Background: an optimization exercise with open tools, aiming at small area. Do not read the settings as production practice.
The RTL was checked by simulation tests, not by an equivalence proof against the original design.
Power and IR drop assume default switching activity.

==> design.v <==
module ld19_frame_core (
    input  wire         clk,
    input  wire         rst,         
    input  wire         in_valid,
    input  wire         in_eos,
    input  wire [7:0]   in_data,
    output wire         in_ready,
    input  wire         resume,      
    output reg          ev_valid,
    output reg  [2:0]   ev_kind,
    output reg  [604:0] ev_payload
);
    localparam [7:0] HEADER_BYTE = 8'h54;
    localparam [5:0] LAST_OFF    = 6'd48;    
    localparam [5:0] CRC_OFF     = 6'd46;    
    localparam [2:0] EV_DESYNC    = 3'd1;
    localparam [2:0] EV_FRAME     = 3'd2;
    localparam [2:0] EV_INVLEN    = 3'd4;
    localparam [2:0] EV_ENDED     = 3'd5;
    localparam MODE_SEEK = 1'b0;
    localparam MODE_READ = 1'b1;
    function [7:0] crc8_table(input [7:0] idx);
        case (idx)
        8'h00: crc8_table = 8'h00;
        8'h01: crc8_table = 8'h4D;
        8'h02: crc8_table = 8'h9A;
        8'h03: crc8_table = 8'hD7;
        8'h04: crc8_table = 8'h79;
        8'h05: crc8_table = 8'h34;
        8'h06: crc8_table = 8'hE3;
        8'h07: crc8_table = 8'hAE;
        8'h08: crc8_table = 8'hF2;
        8'h09: crc8_table = 8'hBF;
        8'h0A: crc8_table = 8'h68;
        8'h0B: crc8_table = 8'h25;
        8'h0C: crc8_table = 8'h8B;
        8'h0D: crc8_table = 8'hC6;
        8'h0E: crc8_table = 8'h11;
        8'h0F: crc8_table = 8'h5C;
        8'h10: crc8_table = 8'hA9;
        8'h11: crc8_table = 8'hE4;
        8'h12: crc8_table = 8'h33;
        8'h13: crc8_table = 8'h7E;
        8'h14: crc8_table = 8'hD0;
        8'h15: crc8_table = 8'h9D;
        8'h16: crc8_table = 8'h4A;
        8'h17: crc8_table = 8'h07;
        8'h18: crc8_table = 8'h5B;
        8'h19: crc8_table = 8'h16;
        8'h1A: crc8_table = 8'hC1;
        8'h1B: crc8_table = 8'h8C;
        8'h1C: crc8_table = 8'h22;
        8'h1D: crc8_table = 8'h6F;
        8'h1E: crc8_table = 8'hB8;
        8'h1F: crc8_table = 8'hF5;
        8'h20: crc8_table = 8'h1F;
        8'h21: crc8_table = 8'h52;
        8'h22: crc8_table = 8'h85;
        8'h23: crc8_table = 8'hC8;
        8'h24: crc8_table = 8'h66;
        8'h25: crc8_table = 8'h2B;
        8'h26: crc8_table = 8'hFC;
        8'h27: crc8_table = 8'hB1;
        8'h28: crc8_table = 8'hED;
        8'h29: crc8_table = 8'hA0;
        8'h2A: crc8_table = 8'h77;
        8'h2B: crc8_table = 8'h3A;
        8'h2C: crc8_table = 8'h94;
        8'h2D: crc8_table = 8'hD9;
        8'h2E: crc8_table = 8'h0E;
        8'h2F: crc8_table = 8'h43;
        8'h30: crc8_table = 8'hB6;
        8'h31: crc8_table = 8'hFB;
        8'h32: crc8_table = 8'h2C;
        8'h33: crc8_table = 8'h61;
        8'h34: crc8_table = 8'hCF;
        8'h35: crc8_table = 8'h82;
        8'h36: crc8_table = 8'h55;
        8'h37: crc8_table = 8'h18;
        8'h38: crc8_table = 8'h44;
        8'h39: crc8_table = 8'h09;
        8'h3A: crc8_table = 8'hDE;
        8'h3B: crc8_table = 8'h93;
        8'h3C: crc8_table = 8'h3D;
        8'h3D: crc8_table = 8'h70;
        8'h3E: crc8_table = 8'hA7;
        8'h3F: crc8_table = 8'hEA;
        8'h40: crc8_table = 8'h3E;
        8'h41: crc8_table = 8'h73;
        8'h42: crc8_table = 8'hA4;
        8'h43: crc8_table = 8'hE9;
        8'h44: crc8_table = 8'h47;
        8'h45: crc8_table = 8'h0A;
        8'h46: crc8_table = 8'hDD;
        8'h47: crc8_table = 8'h90;
        8'h48: crc8_table = 8'hCC;
        8'h49: crc8_table = 8'h81;
        8'h4A: crc8_table = 8'h56;
        8'h4B: crc8_table = 8'h1B;
        8'h4C: crc8_table = 8'hB5;
        8'h4D: crc8_table = 8'hF8;
        8'h4E: crc8_table = 8'h2F;
        8'h4F: crc8_table = 8'h62;
        8'h50: crc8_table = 8'h97;
        8'h51: crc8_table = 8'hDA;
        8'h52: crc8_table = 8'h0D;
        8'h53: crc8_table = 8'h40;
        8'h54: crc8_table = 8'hEE;
        8'h55: crc8_table = 8'hA3;
        8'h56: crc8_table = 8'h74;
        8'h57: crc8_table = 8'h39;
        8'h58: crc8_table = 8'h65;
        8'h59: crc8_table = 8'h28;
        8'h5A: crc8_table = 8'hFF;
        8'h5B: crc8_table = 8'hB2;
        8'h5C: crc8_table = 8'h1C;
        8'h5D: crc8_table = 8'h51;
        8'h5E: crc8_table = 8'h86;
        8'h5F: crc8_table = 8'hCB;
        8'h60: crc8_table = 8'h21;
        8'h61: crc8_table = 8'h6C;
        8'h62: crc8_table = 8'hBB;
        8'h63: crc8_table = 8'hF6;
        8'h64: crc8_table = 8'h58;
        8'h65: crc8_table = 8'h15;
        8'h66: crc8_table = 8'hC2;
        8'h67: crc8_table = 8'h8F;
        8'h68: crc8_table = 8'hD3;
        8'h69: crc8_table = 8'h9E;
        8'h6A: crc8_table = 8'h49;
        8'h6B: crc8_table = 8'h04;
        8'h6C: crc8_table = 8'hAA;
        8'h6D: crc8_table = 8'hE7;
        8'h6E: crc8_table = 8'h30;
        8'h6F: crc8_table = 8'h7D;
        8'h70: crc8_table = 8'h88;
        8'h71: crc8_table = 8'hC5;
        8'h72: crc8_table = 8'h12;
        8'h73: crc8_table = 8'h5F;
        8'h74: crc8_table = 8'hF1;
        8'h75: crc8_table = 8'hBC;
        8'h76: crc8_table = 8'h6B;
        8'h77: crc8_table = 8'h26;
        8'h78: crc8_table = 8'h7A;
        8'h79: crc8_table = 8'h37;
        8'h7A: crc8_table = 8'hE0;
        8'h7B: crc8_table = 8'hAD;
        8'h7C: crc8_table = 8'h03;
        8'h7D: crc8_table = 8'h4E;
        8'h7E: crc8_table = 8'h99;
        8'h7F: crc8_table = 8'hD4;
        8'h80: crc8_table = 8'h7C;
        8'h81: crc8_table = 8'h31;
        8'h82: crc8_table = 8'hE6;
        8'h83: crc8_table = 8'hAB;
        8'h84: crc8_table = 8'h05;
        8'h85: crc8_table = 8'h48;
        8'h86: crc8_table = 8'h9F;
        8'h87: crc8_table = 8'hD2;
        8'h88: crc8_table = 8'h8E;
        8'h89: crc8_table = 8'hC3;
        8'h8A: crc8_table = 8'h14;
        8'h8B: crc8_table = 8'h59;
        8'h8C: crc8_table = 8'hF7;
        8'h8D: crc8_table = 8'hBA;
        8'h8E: crc8_table = 8'h6D;
        8'h8F: crc8_table = 8'h20;
        8'h90: crc8_table = 8'hD5;
        8'h91: crc8_table = 8'h98;
        8'h92: crc8_table = 8'h4F;
        8'h93: crc8_table = 8'h02;
        8'h94: crc8_table = 8'hAC;
        8'h95: crc8_table = 8'hE1;
        8'h96: crc8_table = 8'h36;
        8'h97: crc8_table = 8'h7B;
        8'h98: crc8_table = 8'h27;
        8'h99: crc8_table = 8'h6A;
        8'h9A: crc8_table = 8'hBD;
        8'h9B: crc8_table = 8'hF0;
        8'h9C: crc8_table = 8'h5E;
        8'h9D: crc8_table = 8'h13;
        8'h9E: crc8_table = 8'hC4;
        8'h9F: crc8_table = 8'h89;
        8'hA0: crc8_table = 8'h63;
        8'hA1: crc8_table = 8'h2E;
        8'hA2: crc8_table = 8'hF9;
        8'hA3: crc8_table = 8'hB4;
        8'hA4: crc8_table = 8'h1A;
        8'hA5: crc8_table = 8'h57;
        8'hA6: crc8_table = 8'h80;
        8'hA7: crc8_table = 8'hCD;
        8'hA8: crc8_table = 8'h91;
        8'hA9: crc8_table = 8'hDC;
        8'hAA: crc8_table = 8'h0B;
        8'hAB: crc8_table = 8'h46;
        8'hAC: crc8_table = 8'hE8;
        8'hAD: crc8_table = 8'hA5;
        8'hAE: crc8_table = 8'h72;
        8'hAF: crc8_table = 8'h3F;
        8'hB0: crc8_table = 8'hCA;
        8'hB1: crc8_table = 8'h87;
        8'hB2: crc8_table = 8'h50;
        8'hB3: crc8_table = 8'h1D;
        8'hB4: crc8_table = 8'hB3;
        8'hB5: crc8_table = 8'hFE;
        8'hB6: crc8_table = 8'h29;
        8'hB7: crc8_table = 8'h64;
        8'hB8: crc8_table = 8'h38;
        8'hB9: crc8_table = 8'h75;
        8'hBA: crc8_table = 8'hA2;
        8'hBB: crc8_table = 8'hEF;
        8'hBC: crc8_table = 8'h41;
        8'hBD: crc8_table = 8'h0C;
        8'hBE: crc8_table = 8'hDB;
        8'hBF: crc8_table = 8'h96;
        8'hC0: crc8_table = 8'h42;
        8'hC1: crc8_table = 8'h0F;
        8'hC2: crc8_table = 8'hD8;
        8'hC3: crc8_table = 8'h95;
        8'hC4: crc8_table = 8'h3B;
        8'hC5: crc8_table = 8'h76;
        8'hC6: crc8_table = 8'hA1;
        8'hC7: crc8_table = 8'hEC;
        8'hC8: crc8_table = 8'hB0;
        8'hC9: crc8_table = 8'hFD;
        8'hCA: crc8_table = 8'h2A;
        8'hCB: crc8_table = 8'h67;
        8'hCC: crc8_table = 8'hC9;
        8'hCD: crc8_table = 8'h84;
        8'hCE: crc8_table = 8'h53;
        8'hCF: crc8_table = 8'h1E;
        8'hD0: crc8_table = 8'hEB;
        8'hD1: crc8_table = 8'hA6;
        8'hD2: crc8_table = 8'h71;
        8'hD3: crc8_table = 8'h3C;
        8'hD4: crc8_table = 8'h92;
        8'hD5: crc8_table = 8'hDF;
        8'hD6: crc8_table = 8'h08;
        8'hD7: crc8_table = 8'h45;
        8'hD8: crc8_table = 8'h19;
        8'hD9: crc8_table = 8'h54;
        8'hDA: crc8_table = 8'h83;
        8'hDB: crc8_table = 8'hCE;
        8'hDC: crc8_table = 8'h60;
        8'hDD: crc8_table = 8'h2D;
        8'hDE: crc8_table = 8'hFA;
        8'hDF: crc8_table = 8'hB7;
        8'hE0: crc8_table = 8'h5D;
        8'hE1: crc8_table = 8'h10;
        8'hE2: crc8_table = 8'hC7;
        8'hE3: crc8_table = 8'h8A;
        8'hE4: crc8_table = 8'h24;
        8'hE5: crc8_table = 8'h69;
        8'hE6: crc8_table = 8'hBE;
        8'hE7: crc8_table = 8'hF3;
        8'hE8: crc8_table = 8'hAF;
        8'hE9: crc8_table = 8'hE2;
        8'hEA: crc8_table = 8'h35;
        8'hEB: crc8_table = 8'h78;
        8'hEC: crc8_table = 8'hD6;
        8'hED: crc8_table = 8'h9B;
        8'hEE: crc8_table = 8'h4C;
        8'hEF: crc8_table = 8'h01;
        8'hF0: crc8_table = 8'hF4;
        8'hF1: crc8_table = 8'hB9;
        8'hF2: crc8_table = 8'h6E;
        8'hF3: crc8_table = 8'h23;
        8'hF4: crc8_table = 8'h8D;
        8'hF5: crc8_table = 8'hC0;
        8'hF6: crc8_table = 8'h17;
        8'hF7: crc8_table = 8'h5A;
        8'hF8: crc8_table = 8'h06;
        8'hF9: crc8_table = 8'h4B;
        8'hFA: crc8_table = 8'h9C;
        8'hFB: crc8_table = 8'hD1;
        8'hFC: crc8_table = 8'h7F;
        8'hFD: crc8_table = 8'h32;
        8'hFE: crc8_table = 8'hE5;
        8'hFF: crc8_table = 8'hA8;
        endcase
    endfunction
    reg        mode;
    reg [5:0]  bcnt;
    reg [7:0]  crc_acc;
    reg [7:0]  fbuf [0:48];
    reg        ended;
    reg        pend_ended;    
    assign in_ready = !rst && !ended && !pend_ended;
    wire take = in_valid && in_ready;
    wire [15:0] f_speed = {fbuf[3],  fbuf[2]};
    wire [15:0] f_start = {fbuf[5],  fbuf[4]};
    wire [15:0] f_end   = {fbuf[43], fbuf[42]};
    wire [15:0] f_tstmp = {fbuf[45], fbuf[44]};
    wire [7:0]  f_crcb  = fbuf[46];
    wire        f_valid = (crc_acc == f_crcb);
    wire signed [18:0] span = (f_end >= f_start)
                            ? ($signed({3'b000, f_end}) - $signed({3'b000, f_start}))
                            : ($signed({3'b000, f_end}) - $signed({3'b000, f_start}) + 19'sd36000);
    wire signed [22:0] base = $signed({7'd0, f_start}) * 23'sd11;
    reg [604:0] frame_payload;
    reg signed [22:0] lin;
    reg signed [22:0] ang;
    integer k;
    always @(*) begin
        frame_payload = 605'd0;
        for (k = 0; k < 12; k = k + 1) begin
            lin = base + span * $signed({1'b0, k[3:0]});
            if (lin >= 23'sd792000)
                ang = lin - 23'sd792000;
            else if (lin >= 23'sd396000)
                ang = lin - 23'sd396000;
            else
                ang = lin;
            frame_payload[43*k +: 16] = {fbuf[7 + 3*k], fbuf[6 + 3*k]};
            frame_payload[43*k + 16 +: 8] = fbuf[8 + 3*k];
            frame_payload[43*k + 24 +: 19] = ang[18:0];
        end
        frame_payload[523:516] = fbuf[0];
        frame_payload[531:524] = fbuf[1];
        frame_payload[547:532] = f_speed;
        frame_payload[563:548] = f_start;
        frame_payload[579:564] = f_end;
        frame_payload[595:580] = f_tstmp;
        frame_payload[603:596] = f_crcb;
        frame_payload[604]     = f_valid;
    end
    always @(posedge clk) begin
        if (rst) begin
            mode       <= MODE_SEEK;
            bcnt       <= 6'd0;
            crc_acc    <= 8'd0;
            ended      <= 1'b0;
            pend_ended <= 1'b0;
            ev_valid   <= 1'b0;
            ev_kind    <= 3'd0;
        end else begin
            ev_valid <= 1'b0;
            if (pend_ended) begin
                pend_ended <= 1'b0;
                ev_valid   <= 1'b1;
                ev_kind    <= EV_ENDED;
                ev_payload <= 605'd0;
            end else if (take) begin
                if (in_eos) begin
                    ended    <= 1'b1;
                    mode     <= MODE_SEEK;
                    bcnt     <= 6'd0;
                    ev_valid <= 1'b1;
                    if (mode == MODE_READ) begin
                        ev_kind    <= EV_INVLEN;
                        ev_payload <= {599'd0, bcnt};
                        pend_ended <= 1'b1;
                    end else begin
                        ev_kind    <= EV_ENDED;
                        ev_payload <= 605'd0;
                    end
                end else if (mode == MODE_SEEK) begin
                    if (in_data == HEADER_BYTE) begin
                        fbuf[0] <= in_data;
                        crc_acc <= crc8_table(8'd0 ^ in_data);
                        mode    <= MODE_READ;
                        bcnt    <= 6'd1;
                    end else begin
                        ev_valid   <= 1'b1;
                        ev_kind    <= EV_DESYNC;
                        ev_payload <= {597'd0, in_data};
                    end
                end else begin
                    fbuf[bcnt] <= in_data;
                    if (bcnt < CRC_OFF)
                        crc_acc <= crc8_table(crc_acc ^ in_data);
                    if (bcnt == LAST_OFF) begin
                        mode       <= MODE_SEEK;
                        bcnt       <= 6'd0;
                        ev_valid   <= 1'b1;
                        ev_kind    <= EV_FRAME;
                        ev_payload <= frame_payload;
                    end else begin
                        bcnt <= bcnt + 6'd1;
                    end
                end
            end else if (resume) begin
                ended <= 1'b0;
            end
        end
    end
endmodule
==> run.sh <==
#!/bin/bash
# synth_recipe.tcl (not shown) runs the flow's synth.tcl, then flattens the netlist and writes it again
# the make line also repeats each setting of config.mk as NAME=value (left out here)
make -C /OpenROAD-flow-scripts/flow DESIGN_CONFIG=/design/flow/config.mk WORK_HOME=/design/flow/orfs CLKGATE_MAP_FILE= SYNTH_SCRIPT=/design/flow/synth_recipe.tcl finish
==> config.mk <==
export PLATFORM = sky130hd
export DESIGN_NAME = ld19_frame_core
export DESIGN_NICKNAME = ld19_frame_core
export VERILOG_FILES = /design/flow/design.v
export SDC_FILE = /design/flow/constraint.sdc
export NUM_CORES = 4
export LEC_CHECK = 0
export CAP_MARGIN = 20
export CORE_MARGIN = 2
export CORE_UTILIZATION = 40
export SLEW_MARGIN = 20
==> constraint.sdc <==
create_clock -name core_clock -period 12.0 [get_ports {clk}]
set_input_delay 2.4000 -clock core_clock [delete_from_list [all_inputs] [get_ports {clk}]]
set_output_delay 2.4000 -clock core_clock [all_outputs]
set_load 0.01 [all_outputs]
==> results.json <==
{
  "num_vias": 49200,
  "crit_arrival_ps": 10040,
  "rows": 144,
  "startpoint_type": "flip-flop",
  "cts-root-buf": "clkbuf_16",
  "yosysTopAreaCell": "edfxtp_1",
  "ys_ff_latch": 981,
  "first_pass_iters": 6,
  "async_reset_ff_frac": 0,
  "critPathMaxStageDelay_ps": 780,
  "power.total_uw": 7440,
  "coreArea_um2": 154000,
  "drive_above_1_share": 0.0621,
  "p_leak_uw": 0.0296,
  "maxCapViolations": 0,
  "grt_start_max_net_pins": 175,
  "synth_area_um2": 62400,
  "crit_slowest_cell": "a311oi_1",
  "grt_pass1_vias": 46500,
  "wire_per_inst_um": 25.0,
  "initial_utilization": 0.404,
  "grt_pass1_wl_mm": 308,
  "crit_top_cell": "ha_1",
  "syn_inst": 5815,
  "synthTopCellsByCount": "edfxtp_1 (960), inv_1 (421), and3_1 (419), nor2_1 (419), ha_1 (412)",
  "dieArea_um2": 159000,
  "drt_wl_total_mm": 213,
  "tightest_slew_ps": 1210,
  "syn_to_final_growth_pct": 19.1,
  "place_area_um2": 70900,
  "cts_made_buffers": 102,
  "hpwl_mm": 157,
  "setup_viol": 0,
  "clk_pin_slew_ps": 60,
  "post-cts-setup-buffers": 0,
  "hold_viol": 0,
  "synth_xor_area_frac": 0.0484,
  "synth_fp_nets": 6365,
  "rsz0062_at_grt": "false",
  "cts.sinks": 981,
  "synth_top_family_by_area": "simple AND/OR/NAND/NOR gates",
  "synth_mux_area_frac": 0.0159,
  "drcViolationCount": 0,
  "yosysUniqueCellTypes": 113,
  "slew_headroom": 0.191,
  "yosysMostFrequentCell": "edfxtp_1",
  "fin_nets": 6938,
  "first_iter_violations": 4551,
  "htreeDepth": 3,
  "ant_nets": 0,
  "path_max_fanout": 10,
  "yosys_warnings": 1,
  "synth_top_cell_area_share": 0.462,
  "synth_flop_cell": "edfxtp_1",
  "setup_slack_ps": 2490,
  "yosysSeqAreaShare": 0.469,
  "fillers": 14100,
  "crit_type": "reg -> reg",
  "cts_resized": 0,
  "gp_congestion": 0.938,
  "die_h_um": 399,
  "dp_cells": 8328,
  "tritoncts": "built",
  "worstPathRequired_ps": 12540,
  "cp-end-kind": "flip-flop",
  "synth_edf_count": 960,
  "fp.dieW_um": 399,
  "synth_area_per_cell_um2": 10.7,
  "holdBufCountCts": 0,
  "vias_per_cell": 5.78,
  "timing.final.crit_share": 0.792,
  "min_path_type": "reg -> reg",
  "yosys-top-cells-area": "edfxtp_1 (46%), ha_1 (8.3%), and3_1 (4.2%)",
  "clk_latency_ps": 750,
  "synthAdderAreaFrac": 0.123,
  "ios": 623,
  "io_buffers": 622,
  "max_clock_freq_mhz": 105,
  "finish.instance_area_um2": 74300,
  "synth_compound_area_frac": 0.147,
  "fin_cells": 8517,
  "power.density_nw_per_um2": 100,
  "status": "finished clean",
  "fin_skew_ps": 56.4,
  "dpl_worst_slack_ps": 2670,
  "ir_drop_uv": 115,
  "grt_overflow": 0,
  "grt_usage": 0.259,
  "finalCriticalPeriod_ps": 9510,
  "antenna_found_initial": 10,
  "synthSimpleGateAreaFrac": 0.156,
  "setup_tns_ps": 0,
  "max-clock-path-buffers": 3,
  "final_max_slew_viol_count": 0
}
-- per-stage QoR --
step	util	hold slack, ps
6_report	0.481	521
2_1_floorplan	-	491
3_5_place_dp	0.459	535
5_1_grt	0.481	540
3_3_place_gp	0.459	530
4_1_cts	0.481	523
-- sequential cells by signal (all words and copies together) (netlist names) --
signal	flops
ended	1
fbuf	376
crc_acc	8
pend_ended	1
bcnt	6
mode	1
ev_valid	1
ev_payload	584
ev_kind	3
-- report_power, final --
| part | total (µW) | leakage (µW) | internal (µW) | switching, µW |
|---|---|---|---|---|
| Clock | 3230 | 0.00166 | 1820 | 1410 |
| Sequential | 3840 | 0.00902 | 3820 | 24.2 |
| Combinational | 367 | 0.0189 | 143 | 224 |
| Total | 7440 | 0.0296 | 5780 | 1660 |
-- layer usage --
layer  GRT usage  part of all wire
met5           0           0.00010
met3      0.0363             0.061
met1       0.361              0.44
met4      0.0871             0.036
met2       0.415              0.46
-- placed cells by master, fill, tap and decap left out, types with 72 or more instances in the layout --
cell             count
edfxtp_1           960
clkdlybuf4s50_1    614
inv_1              419
and3_1             419
nor2_1             416
ha_1               412
a21oi_1            333
nand2_1            315
o21ai_0            232
xnor2_1            210
xor2_1             129
nor3_1             125
fa_1               125
nand3_1            123
a21o_1             106
clkbuf_16          102
o21a_1              77
mux2i_1             75
buf_4               74
a211oi_1            72
-- final timing paths --
check / from / endpoint / slack (ps) / depth (start not counted)
worst min register to register: fbuf[45][0] / ev_payload[588] / 520 / 1
worst min-delay path: fbuf[45][0] / ev_payload[588] / 520 / 1
worst max register to register: fbuf[4][0] / ev_payload[292] / 2490 / 32
worst max-delay path: fbuf[4][0] / ev_payload[292] / 2490 / 32
-- worst max-delay path: cells and delay by family (launching register included) --
kind	cells	cell delay, ps
adders and majority gates	7	2440
muxes	2	480
AOI/OAI and AO/OA	12	3460
xor gates and xnor gates	3	510
DFF	1	570
and+or+nand+nor	7	1590
buffers and inverters	1	250
-- layout make-up --
cell class | count | area, µm² | share of cell area
Clock buffer | 123 | 2670 | 0.0359
Clock inverter | 64 | 749 | 0.0101
Timing Repair Buffer | 699 | 6800 | 0.0915
Antenna cell | 2 | 5.00 | 0.0000673
Multi-Input combinational cell | 4182 | 30700 | 0.413
Tap cell | 2044 | 2560 | 0.0344
Inverter | 422 | 1590 | 0.0214
Sequential cell | 981 | 29200 | 0.394
-- kinds of logic (layout without fill, tap and decap cells) --
kind of cell    after synthesis  in the layout
compound gates             1341           1341
xor+xnor                    344            344
fa+ha+maj                   539            539
buf+inv                     652           1308
flops                       981            981
mux                          96             96
other cells                   0              2
simple gates               1862           1862

-- what the ideal ports hide --
The flow's constraints put no driver on any port. The routed layout listed below was extracted and timed again, unchanged, in two steps. Step 1 assumes that a clkbuf_16 drives the clock port and a buf_2 every other input. Step 2, shift: input delay + t, output delay - t, t = (earliest + latest rising clock arrival at the registers) / 2. This alone moves slack from input paths to output paths. a / b / c = ideal ports / drivers / drivers and shift; a / b = the first two.
t, ns: 0.797
setup WS [ns]: 2.492 / 2.492 / 2.492
worst setup path after step 2: register to register
clock arrival spread, ns: 0.060 / 0.060
worst data-port slew with drivers (ns): 0.18
After both steps this run still meets setup and hold. The setup slack of this run moves by 0.000 ns with the drivers and by 0.000 ns with both steps.
